Background: an optimization exercise with open tools, aiming at small area, a short achievable clock period and few clock cycles per item. Do not read the settings as production practice. RTL that was checked went through simulation tests only; none was proved equivalent to the original. Power is estimated from default activity; no workload was simulated.

==> flow/design.v <==
module enc1750_fmt (
    input  wire [38:0] frac,    
    input  wire  [2:0] fsel,    
    input  wire        m39,     
    input  wire        m38,     
    input  wire  [7:0] xe0,     
    input  wire        xinc,    
    input  wire        xdec,    
    output wire [47:0] data
);
    wire c = (fsel[0] & frac[30]) | (fsel[1] & frac[16]) | (fsel[2] & frac[0]);
    wire [37:0] xs = frac[38:1];
    wire [7:0]  xa = xs[37:30];
    wire [13:0] xb = xs[29:16];
    wire [15:0] xc = xs[15:0];
    wire cc = c;
    wire cb = fsel[2] ? (c & (&xc)) : c;
    wire ca = fsel[0] ? c : cb & (&xb);
    wire [15:0] wc;
    wire [13:0] wb;
    wire [7:0]  wa;
    genvar i;
    generate
        for (i = 0; i < 16; i = i + 1) begin : g_c
            if (i == 0) assign wc[i] = xc[i] ^ cc;
            else        assign wc[i] = xc[i] ^ (cc & (&xc[i-1:0]));
        end
        for (i = 0; i < 14; i = i + 1) begin : g_b
            if (i == 0) assign wb[i] = xb[i] ^ cb;
            else        assign wb[i] = xb[i] ^ (cb & (&xb[i-1:0]));
        end
        for (i = 0; i < 8; i = i + 1) begin : g_a
            if (i == 0) assign wa[i] = xa[i] ^ ca;
            else        assign wa[i] = xa[i] ^ (ca & (&xa[i-1:0]));
        end
    endgenerate
    wire ina = fsel[0] | fsel[1] | fsel[2];
    wire inb = fsel[1] | fsel[2];
    wire inc = fsel[2];
    wire [7:0]  ma = wa & {8{ina}};
    wire [13:0] mb = wb & {14{inb}};
    wire [15:0] mc = wc & {16{inc}};
    wire [7:0] flip;
    generate
        for (i = 0; i < 8; i = i + 1) begin : g_e
            if (i == 0) assign flip[i] = xinc | xdec;
            else        assign flip[i] = (xinc & (&xe0[i-1:0])) | (xdec & ~(|xe0[i-1:0]));
        end
    endgenerate
    wire [7:0] xe = xe0 ^ flip;
    assign data = {m39, m38, ma, mb[13:8] | (xe[5:0] & {6{fsel[0]}}), mb[7:0],
                   xe & {8{~fsel[0]}}, mc};
endmodule
module enc1750_core (
    input  wire [63:0] value,
    input  wire  [7:0] width,
    output wire [52:0] sig,     
    output wire        subn,    
    output wire  [2:0] fsel,    
    output wire        m39,     
    output wire        m38,     
    output wire  [7:0] xe,      
    output wire        xinc,    
    output wire        xdec,    
    output wire        nf       
);
    wire        s  = value[63];
    wire [10:0] be = value[62:52];
    wire [51:0] fr = value[51:0];
    wire w16 = (width == 8'd16);
    wire w32 = (width == 8'd32);
    wire w48 = (width == 8'd48);
    wire wok = w16 | w32 | w48;
    wire nonfinite = &be;
    wire is_sub    = ~|be;
    wire is_zero   = is_sub & ~|fr;
    wire ok        = wok & ~nonfinite;
    assign sig    = {~is_sub, fr} ^ {53{s}};
    assign subn   = ok & is_sub & ~is_zero;
    assign fsel   = {w48, w32, w16} & {3{ok}};
    assign m39    = ok & ~is_zero & s;
    assign m38    = ok & ~is_zero & ~s;
    assign nf     = wok & nonfinite;
    wire ones16 = &fr[51:43], ones32 = &fr[42:29], ones48 = &fr[28:13];
    wire zer16  = ~|fr[51:43], zer32 = ~|fr[42:29], zer48 = ~|fr[28:13];
    wire all1 = ones16 & (w16 | (ones32 & (w32 | ones48)));
    wire all0 = zer16  & (w16 | (zer32  & (w32 | zer48)));
    wire inc  = ~s & all1;
    wire dec  = s & all0;
    wire lo8 = (be <= 11'd894),  hi8 = (be >= 11'd1149);
    wire lo6 = (be <= 11'd990),  hi6 = (be >= 11'd1053);
    wire [7:0] be2 = be[7:0] + 8'd2;
    wire [7:0] xf8 = lo8 ? 8'h80 : hi8 ? 8'h7f : be2;
    wire [5:0] xf6 = lo6 ? 6'h20 : hi6 ? 6'h1f : be2[5:0];
    wire inc_ok = w16 ? ((be >= 11'd990) & ~hi6) : ((be >= 11'd894) & ~hi8);
    wire dec_ok = w16 ? (~lo6 & (be <= 11'd1053)) : (~lo8 & (be <= 11'd1149));
    wire [7:0] xn = w16 ? {2'b00, xf6} : xf8;
    wire [7:0] xs = is_zero ? 8'h00 : is_sub ? (w16 ? 8'h20 : 8'h80) : xn;
    assign xe     = ok ? xs : 8'd0;
    assign xinc   = ok & ~is_sub & inc & inc_ok;
    assign xdec   = ok & ~is_sub & dec & dec_ok;
endmodule
module fp_encode_1750a (
    input  wire        clk,
    input  wire        rst,
    input  wire        in_valid,
    output wire        in_ready,
    input  wire [63:0] in_value,
    input  wire  [7:0] in_width,
    output wire        out_valid,
    input  wire        out_ready,
    output wire [47:0] out_data,
    output wire  [2:0] out_nbytes,
    output wire  [1:0] out_status
);
    wire [52:0] c_sig;
    wire        c_subn;
    wire  [2:0] c_fsel;
    wire        c_m39, c_m38;
    wire  [7:0] c_xe;
    wire        c_xinc, c_xdec;
    wire        c_nf;
    enc1750_core u_core (
        .value (in_value),
        .width (in_width),
        .sig   (c_sig),
        .subn  (c_subn),
        .fsel  (c_fsel),
        .m39   (c_m39),
        .m38   (c_m38),
        .xe    (c_xe),
        .xinc  (c_xinc),
        .xdec  (c_xdec),
        .nf    (c_nf)
    );
    reg        ov;       
    reg [52:0] sig_q;
    reg  [2:0] fsel_q;
    reg        m39_q, m38_q;
    reg  [7:0] xe_q;
    reg        xinc_q, xdec_q;
    reg        nf_q;
    reg        pend_q;   
    wire pend = (m39_q & sig_q[52]) | (m38_q & ~sig_q[52]);
    wire load = ~ov | (~pend & out_ready);
    assign in_ready  = ~rst & (~ov | (~pend_q & out_ready));
    assign out_valid = ~rst & ov & ~pend_q;
    wire top5z = m39_q ? &sig_q[52:48] : ~|sig_q[52:48];
    always @(posedge clk) begin
        if (rst) begin
            ov     <= 1'b0;
            pend_q <= 1'b0;
        end else if (load) begin
            ov     <= in_valid;
            pend_q <= in_valid & c_subn;
        end else if (pend) begin
            pend_q <= (top5z ? sig_q[47] : sig_q[51]) ~^ m39_q;
        end
    end
    wire sel_ld = load;
    wire sel_s5 = ~load & pend & top5z;
    wire sel_s1 = ~load & pend & ~top5z;
    wire sel_h  = ~load & ~pend;
    wire [52:0] sig_d = ({53{sel_ld}} & c_sig)
                      | ({53{sel_s5}} & {sig_q[47:0], {5{m39_q}}})
                      | ({53{sel_s1}} & {sig_q[51:0], m39_q})
                      | ({53{sel_h}}  & sig_q);
    always @(posedge clk) sig_q <= sig_d;
    always @(posedge clk) begin
        if (load) begin
            fsel_q   <= c_fsel;
            m39_q    <= c_m39;
            m38_q    <= c_m38;
            xe_q     <= c_xe;
            xinc_q   <= c_xinc;
            xdec_q   <= c_xdec;
            nf_q     <= c_nf;
        end
    end
    enc1750_fmt u_fmt (
        .frac(sig_q[51:13]),
        .fsel(fsel_q),
        .m39 (m39_q),
        .m38 (m38_q),
        .xe0 (xe_q),
        .xinc(xinc_q),
        .xdec(xdec_q),
        .data(out_data)
    );
    assign out_status = {nf_q, ~(fsel_q[0] | fsel_q[1] | fsel_q[2] | nf_q)};
    assign out_nbytes = {fsel_q[1] | fsel_q[2], fsel_q[0] | fsel_q[2], 1'b0};
endmodule
Settings: LEC_CHECK=0, ABC_AREA=1, CAP_MARGIN=20, CORE_MARGIN=2, CORE_UTILIZATION=40, CTS_BUF_LIST=sky130_fd_sc_hd__clkbuf_8, SLEW_MARGIN=20; clock period 10.0 ns.
standard.sh (not shown) runs the stock make flow with config.mk's settings and CLKGATE_MAP_FILE= SYNTH_SCRIPT=/design/flow/synth_recipe.tcl, a recipe that flattens the netlist after the stock synthesis.
==> flow/flow/run.sh <==
#!/bin/bash
# The standard layout (standard.sh, the standard flow's own ORFS flow) with three changes:
# the port buffers are sky130_fd_sc_hd__buf_2 cells instead of the delay
# buffers buffer_ports picks by default (every port still gets a buffer),
# timing repair aims for a setup slack of 5.4 ns, and clock tree synthesis
# adds no dummy loads.
set -euo pipefail
export BUFFER_PORTS_ARGS="-buffer_cell sky130_fd_sc_hd__buf_2"
export SETUP_SLACK_MARGIN=5.4
export CTS_ARGS="-sink_clustering_enable -repair_clock_nets -buf_list sky130_fd_sc_hd__clkbuf_8 -dont_use_dummy_load"
bash standard.sh > standard.log 2>&1
The first run passed the timing, DRC and antenna checks.
Edit:
--- a/flow/design.v
+++ b/flow/design.v
@@ -87,14 +87,16 @@
     wire all0 = zer16  & (w16 | (zer32  & (w32 | zer48)));
     wire inc  = ~s & all1;
     wire dec  = s & all0;
-    wire lo8 = (be <= 11'd894),  hi8 = (be >= 11'd1149);
-    wire lo6 = (be <= 11'd990),  hi6 = (be >= 11'd1053);
+    wire [10:0] lo = w16 ? 11'd990 : 11'd894;
+    wire [10:0] hi = w16 ? 11'd1053 : 11'd1149;
+    wire le_lo = (be <= lo), ge_hi = (be >= hi);
+    wire eq_lo = (be == lo), eq_hi = (be == hi);
     wire [7:0] be2 = be[7:0] + 8'd2;
-    wire [7:0] xf8 = lo8 ? 8'h80 : hi8 ? 8'h7f : be2;
-    wire [5:0] xf6 = lo6 ? 6'h20 : hi6 ? 6'h1f : be2[5:0];
-    wire inc_ok = w16 ? ((be >= 11'd990) & ~hi6) : ((be >= 11'd894) & ~hi8);
-    wire dec_ok = w16 ? (~lo6 & (be <= 11'd1053)) : (~lo8 & (be <= 11'd1149));
-    wire [7:0] xn = w16 ? {2'b00, xf6} : xf8;
+    wire [7:0] sat = w16 ? (le_lo ? 8'h20 : 8'h1f) : (le_lo ? 8'h80 : 8'h7f);
+    wire [7:0] xv  = w16 ? {2'b00, be2[5:0]} : be2;
+    wire [7:0] xn  = (le_lo | ge_hi) ? sat : xv;
+    wire inc_ok = (~le_lo | eq_lo) & ~ge_hi;
+    wire dec_ok = ~le_lo & (~ge_hi | eq_hi);
     wire [7:0] xs = is_zero ? 8'h00 : is_sub ? (w16 ? 8'h20 : 8'h80) : xn;
     assign xe     = ok ? xs : 8'd0;
     assign xinc   = ok & ~is_sub & inc & inc_ok;
=> Clock skew stays flat; worst setup slack gets worse by 3.3 ps; fmax barely changes; non-clock buffer count climbs by 1; clock-buffer cell count does not change; via count increases by 0.83%; final cell count barely changes; power came out lower by 4.8%; global-route usage rises by 1.0 points.
No run of this note included a check of the RTL's function; only the layout flow was run.

---

// fp_encode_1750a: RTL as listed in full above, without the edits since
==> flow/config.mk <==
export PLATFORM = sky130hd
export DESIGN_NAME = fp_encode_1750a
export DESIGN_NICKNAME = fp_encode_1750a
export VERILOG_FILES = /design/flow/design.v
export SDC_FILE = /design/flow/constraint.sdc
export NUM_CORES = 4
export LEC_CHECK = 0
export ABC_AREA = 1
export CAP_MARGIN = 20
export CORE_MARGIN = 2
export CORE_UTILIZATION = 40
export CTS_BUF_LIST = sky130_fd_sc_hd__clkbuf_8
export SLEW_MARGIN = 20
==> flow/constraint.sdc <==
create_clock -name core_clock -period 10.0 [get_ports {clk}]
set_input_delay 2.0000 -clock core_clock [delete_from_list [all_inputs] [get_ports {clk}]]
set_output_delay 2.0000 -clock core_clock [all_outputs]
set_load 0.01 [all_outputs]
==> flow/flow/run.sh <==
#!/bin/bash
# The standard layout (standard.sh, the standard flow's own ORFS flow) with four changes:
# the port buffers are sky130_fd_sc_hd__buf_2 cells instead of the delay
# buffers buffer_ports picks by default (every port still gets a buffer),
# timing repair aims for a setup slack of 5.4 ns, clock tree synthesis adds
# no dummy loads, and the request data ports' buffers are made buf_1 after
# global placement (flow/ports.tcl).
set -euo pipefail
export BUFFER_PORTS_ARGS="-buffer_cell sky130_fd_sc_hd__buf_2"
export SETUP_SLACK_MARGIN=5.4
export CTS_ARGS="-sink_clustering_enable -repair_clock_nets -buf_list sky130_fd_sc_hd__clkbuf_8 -dont_use_dummy_load"
export POST_GLOBAL_PLACE_TCL="$PWD/flow/ports.tcl"
bash standard.sh > standard.log 2>&1
==> flow/flow/ports.tcl <==
# After global placement: the buffers of the request data ports (in_value,
# in_width) become sky130_fd_sc_hd__buf_1. Every port keeps its buffer; the
# handshake and reset ports keep buf_2. Timing repair may resize them again.
set block [ord::get_db_block]
set n 0
foreach bterm [$block getBTerms] {
  set name [$bterm getName]
  if {[$bterm getIoType] ne "INPUT"} { continue }
  if {![string match "in_value*" $name] && ![string match "in_width*" $name]} { continue }
  set net [$bterm getNet]
  foreach iterm [$net getITerms] {
    set inst [$iterm getInst]
    if {[[$inst getMaster] getName] eq "sky130_fd_sc_hd__buf_2"} {
      replace_cell [get_cells [$inst getName]] sky130_fd_sc_hd__buf_1
      incr n
    }
  }
}
puts "ports.tcl: $n input buffers resized to buf_1"
The first run finished clean.
Rerun with:
--- a/flow/design.v
+++ b/flow/design.v
@@ -164,7 +164,7 @@
     wire [52:0] sig_d = ({53{sel_ld}} & c_sig)
                       | ({53{sel_s5}} & {sig_q[47:0], {5{m39_q}}})
                       | ({53{sel_s1}} & {sig_q[51:0], m39_q})
-                      | ({53{sel_h}}  & sig_q);
+                      | ({{40{sel_h}}, 13'd0} & sig_q);
     always @(posedge clk) sig_q <= sig_d;
     always @(posedge clk) begin
         if (load) begin
Effect:
- The new run passed the timing, DRC and antenna checks
- via count is lower by 1.5%
- power is lower by 0.71%
- critical path depth is unchanged
- maximum frequency is higher by 0.39%
- worst setup slack gains 0.017 ns
- routed wire length is lower by 1.3%
- die area is lower by 0.54%
- cell count is about the same
- non-clock buffer count stays the same
- first-iteration DRC count is lower by 11%
- core utilization is about the same
Testbench counts after the change, summed over its fixed seeds: cycles 24,809, items 24,000.
No functional check of the RTL was part of the first run of this note.

---

## run 2
Another version of the RTL of fp_encode_1750a (not shown whole).
Size in the first run: about 72 flip-flops, roughly 130 I/O pins, ~5700 um^2 of cells after synthesis.
==> flow/config.mk <==
export PLATFORM = sky130hd
export DESIGN_NAME = fp_encode_1750a
export DESIGN_NICKNAME = fp_encode_1750a
export VERILOG_FILES = /design/flow/design.v
export SDC_FILE = /design/flow/constraint.sdc
export NUM_CORES = 4
export LEC_CHECK = 0
export ABC_AREA = 1
export CAP_MARGIN = 20
export CORE_MARGIN = 2
export CORE_UTILIZATION = 40
export CTS_BUF_LIST = sky130_fd_sc_hd__clkbuf_8
export SLEW_MARGIN = 20
==> flow/constraint.sdc <==
create_clock -name core_clock -period 10.0 [get_ports {clk}]
set_input_delay 2.0000 -clock core_clock [delete_from_list [all_inputs] [get_ports {clk}]]
set_output_delay 2.0000 -clock core_clock [all_outputs]
set_load 0.01 [all_outputs]
==> flow/flow/run.sh <==
#!/bin/bash
# The standard layout (standard.sh, the standard flow's own ORFS flow) with three changes:
# the port buffers are sky130_fd_sc_hd__buf_2 cells instead of the delay
# buffers buffer_ports picks by default (every port still gets a buffer),
# timing repair aims for a setup slack of 5.4 ns, and clock tree synthesis
# adds no dummy loads.
set -euo pipefail
export BUFFER_PORTS_ARGS="-buffer_cell sky130_fd_sc_hd__buf_2"
export SETUP_SLACK_MARGIN=5.4
export CTS_ARGS="-sink_clustering_enable -repair_clock_nets -buf_list sky130_fd_sc_hd__clkbuf_8 -dont_use_dummy_load"
bash standard.sh > standard.log 2>&1
Input changes introduced in run 3 (baseline for comparison: run 2):
--- a/flow/design.v
+++ b/flow/design.v
@@ -1,23 +1,23 @@
 module enc1750_fmt (
     input  wire [38:0] frac,    
-    input  wire        c,       
     input  wire  [2:0] fsel,    
     input  wire        m39,     
     input  wire        m38,     
     input  wire  [7:0] xe0,     
     input  wire        xinc,    
     input  wire        xdec,    
     output wire [47:0] data
 );
+    wire c = (fsel[0] & frac[30]) | (fsel[1] & frac[16]) | (fsel[2] & frac[0]);
     wire [37:0] xs = frac[38:1];
     wire [7:0]  xa = xs[37:30];
     wire [13:0] xb = xs[29:16];
     wire [15:0] xc = xs[15:0];
     wire cc = c;
     wire cb = fsel[2] ? (c & (&xc)) : c;
     wire ca = fsel[0] ? c : cb & (&xb);
     wire [15:0] wc;
     wire [13:0] wb;
     wire [7:0]  wa;
     genvar i;
     generate
@@ -78,34 +78,32 @@
     assign sig    = {~is_sub, fr} ^ {53{s}};
     assign subn   = ok & is_sub & ~is_zero;
     assign fsel   = {w48, w32, w16} & {3{ok}};
     assign m39    = ok & ~is_zero & s;
     assign m38    = ok & ~is_zero & ~s;
     assign nf     = wok & nonfinite;
     wire ones16 = &fr[51:43], ones32 = &fr[42:29], ones48 = &fr[28:13];
     wire zer16  = ~|fr[51:43], zer32 = ~|fr[42:29], zer48 = ~|fr[28:13];
     wire all1 = ones16 & (w16 | (ones32 & (w32 | ones48)));
     wire all0 = zer16  & (w16 | (zer32  & (w32 | zer48)));
     wire inc  = ~s & all1;
     wire dec  = s & all0;
-    wire [10:0] lo = w16 ? 11'd990 : 11'd894;
-    wire [10:0] hi = w16 ? 11'd1053 : 11'd1149;
-    wire le_lo = (be <= lo), ge_hi = (be >= hi);
-    wire eq_lo = (be == lo), eq_hi = (be == hi);
+    wire lo8 = (be <= 11'd894),  hi8 = (be >= 11'd1149);
+    wire lo6 = (be <= 11'd990),  hi6 = (be >= 11'd1053);
     wire [7:0] be2 = be[7:0] + 8'd2;
-    wire [7:0] sat = w16 ? (le_lo ? 8'h20 : 8'h1f) : (le_lo ? 8'h80 : 8'h7f);
-    wire [7:0] xv  = w16 ? {2'b00, be2[5:0]} : be2;
-    wire [7:0] xn  = (le_lo | ge_hi) ? sat : xv;
-    wire inc_ok = (~le_lo | eq_lo) & ~ge_hi;
-    wire dec_ok = ~le_lo & (~ge_hi | eq_hi);
+    wire [7:0] xf8 = lo8 ? 8'h80 : hi8 ? 8'h7f : be2;
+    wire [5:0] xf6 = lo6 ? 6'h20 : hi6 ? 6'h1f : be2[5:0];
+    wire inc_ok = w16 ? ((be >= 11'd990) & ~hi6) : ((be >= 11'd894) & ~hi8);
+    wire dec_ok = w16 ? (~lo6 & (be <= 11'd1053)) : (~lo8 & (be <= 11'd1149));
+    wire [7:0] xn = w16 ? {2'b00, xf6} : xf8;
     wire [7:0] xs = is_zero ? 8'h00 : is_sub ? (w16 ? 8'h20 : 8'h80) : xn;
     assign xe     = ok ? xs : 8'd0;
     assign xinc   = ok & ~is_sub & inc & inc_ok;
     assign xdec   = ok & ~is_sub & dec & dec_ok;
 endmodule
 module fp_encode_1750a (
     input  wire        clk,
     input  wire        rst,
     input  wire        in_valid,
     output wire        in_ready,
     input  wire [63:0] in_value,
     input  wire  [7:0] in_width,
@@ -138,62 +136,57 @@
     reg        ov;       
     reg [52:0] sig_q;
     reg  [2:0] fsel_q;
     reg        m39_q, m38_q;
     reg  [7:0] xe_q;
     reg        xinc_q, xdec_q;
     reg        nf_q;
     reg        pend_q;   
     wire pend = (m39_q & sig_q[52]) | (m38_q & ~sig_q[52]);
     wire load = ~ov | (~pend & out_ready);
     assign in_ready  = ~rst & (~ov | (~pend_q & out_ready));
     assign out_valid = ~rst & ov & ~pend_q;
-    wire top8z = m39_q ? &sig_q[52:45] : ~|sig_q[52:45];
+    wire top5z = m39_q ? &sig_q[52:48] : ~|sig_q[52:48];
     always @(posedge clk) begin
         if (rst) begin
             ov     <= 1'b0;
             pend_q <= 1'b0;
         end else if (load) begin
             ov     <= in_valid;
             pend_q <= in_valid & c_subn;
         end else if (pend) begin
-            pend_q <= (top8z ? sig_q[44] : sig_q[51]) ~^ m39_q;
+            pend_q <= (top5z ? sig_q[47] : sig_q[51]) ~^ m39_q;
         end
     end
     wire sel_ld = load;
-    wire sel_s8 = ~load & pend & top8z;
-    wire sel_s1 = ~load & pend & ~top8z;
+    wire sel_s5 = ~load & pend & top5z;
+    wire sel_s1 = ~load & pend & ~top5z;
     wire sel_h  = ~load & ~pend;
     wire [52:0] sig_d = ({53{sel_ld}} & c_sig)
-                      | ({53{sel_s8}} & {sig_q[44:0], {8{m39_q}}})
+                      | ({53{sel_s5}} & {sig_q[47:0], {5{m39_q}}})
                       | ({53{sel_s1}} & {sig_q[51:0], m39_q})
-                      | ({53{sel_h}}  & sig_q);
+                      | ({{40{sel_h}}, 13'd0} & sig_q);
     always @(posedge clk) sig_q <= sig_d;
-    wire [2:0] fsel_d = load ? c_fsel : fsel_q;
-    reg        c_q;
-    always @(posedge clk)
-        c_q <= (fsel_d[0] & sig_d[43]) | (fsel_d[1] & sig_d[29]) | (fsel_d[2] & sig_d[13]);
     always @(posedge clk) begin
         if (load) begin
             fsel_q   <= c_fsel;
             m39_q    <= c_m39;
             m38_q    <= c_m38;
             xe_q     <= c_xe;
             xinc_q   <= c_xinc;
             xdec_q   <= c_xdec;
             nf_q     <= c_nf;
         end
     end
     enc1750_fmt u_fmt (
         .frac(sig_q[51:13]),
-        .c   (c_q),
         .fsel(fsel_q),
         .m39 (m39_q),
         .m38 (m38_q),
         .xe0 (xe_q),
         .xinc(xinc_q),
         .xdec(xdec_q),
         .data(out_data)
     );
     assign out_status = {nf_q, ~(fsel_q[0] | fsel_q[1] | fsel_q[2] | nf_q)};
     assign out_nbytes = {fsel_q[1] | fsel_q[2], fsel_q[0] | fsel_q[2], 1'b0};
 endmodule
### Flow results
The count of nets after finishing of run 3 falls short of that of run 2 by about 2.4%.
First-iteration DRC count grows by a little under 10% when moving from run 2 to run 3.
Run 3 ends up with lower cell area after placement than run 2 does.
Run 3 vs. run 2: starting density of the core went down, number of logic stages on the critical path including buffering went down.
Run 3 -> run 2: clock latency on the worst-skew pair flat
Power, run 2 and run 3: smaller value in run 2
Area growth from synthesis to layout (higher): run 3
Compared with run 2, in run 3 switching share of power +1.1 points, number of global-route vias before repair -about 5%, non-clock buffer count in the final layout +about 1.5%.
Testbench counts of run 3, summed over its fixed seeds: cycles 24,809, items 24,000.
Only the layout flow was run in run 2; the RTL was not checked for function there.

-- afterwards: timing with drivers on the ports --
Ports are ideal in the flow. The routed layouts listed here were re-timed in OpenROAD. Step 1: set_driving_cell puts a clkbuf_16 on clk and a buf_2 on each other input, an assumption about the parent block. Step 2 times the ports against the registers' clock, not the clock port: input delays grow and output delays shrink by t, the midpoint of the rising clock arrivals with the driver on. a / b / c = ideal / step 1 / step 2; a / b = the first two.
run | t (ns) | setup slack, ns | slew at the worst register clock pin (ns)
the first run of note 1 | 0.381 | 5.554 / 5.535 / 5.380 | 0.08 / 0.08
the second run of note 1 | 0.387 | 5.550 / 5.531 / 5.531 | 0.08 / 0.08
the first run of note 2 | 0.367 | 5.555 / 5.535 / 5.389 | 0.08 / 0.08
the second run of note 2 | 0.387 | 5.573 / 5.555 / 5.555 | 0.08 / 0.08
run 2 | 0.392 | 5.446 / 5.424 / 5.405 | 0.08 / 0.08
run 3 | 0.378 | 5.577 / 5.558 / 5.558 | 0.09 / 0.09
After both steps every run listed still meets setup and hold. The setup slack of the first run of note 1, which loses most, moves by -0.019 ns with the drivers and by -0.174 ns with both steps.
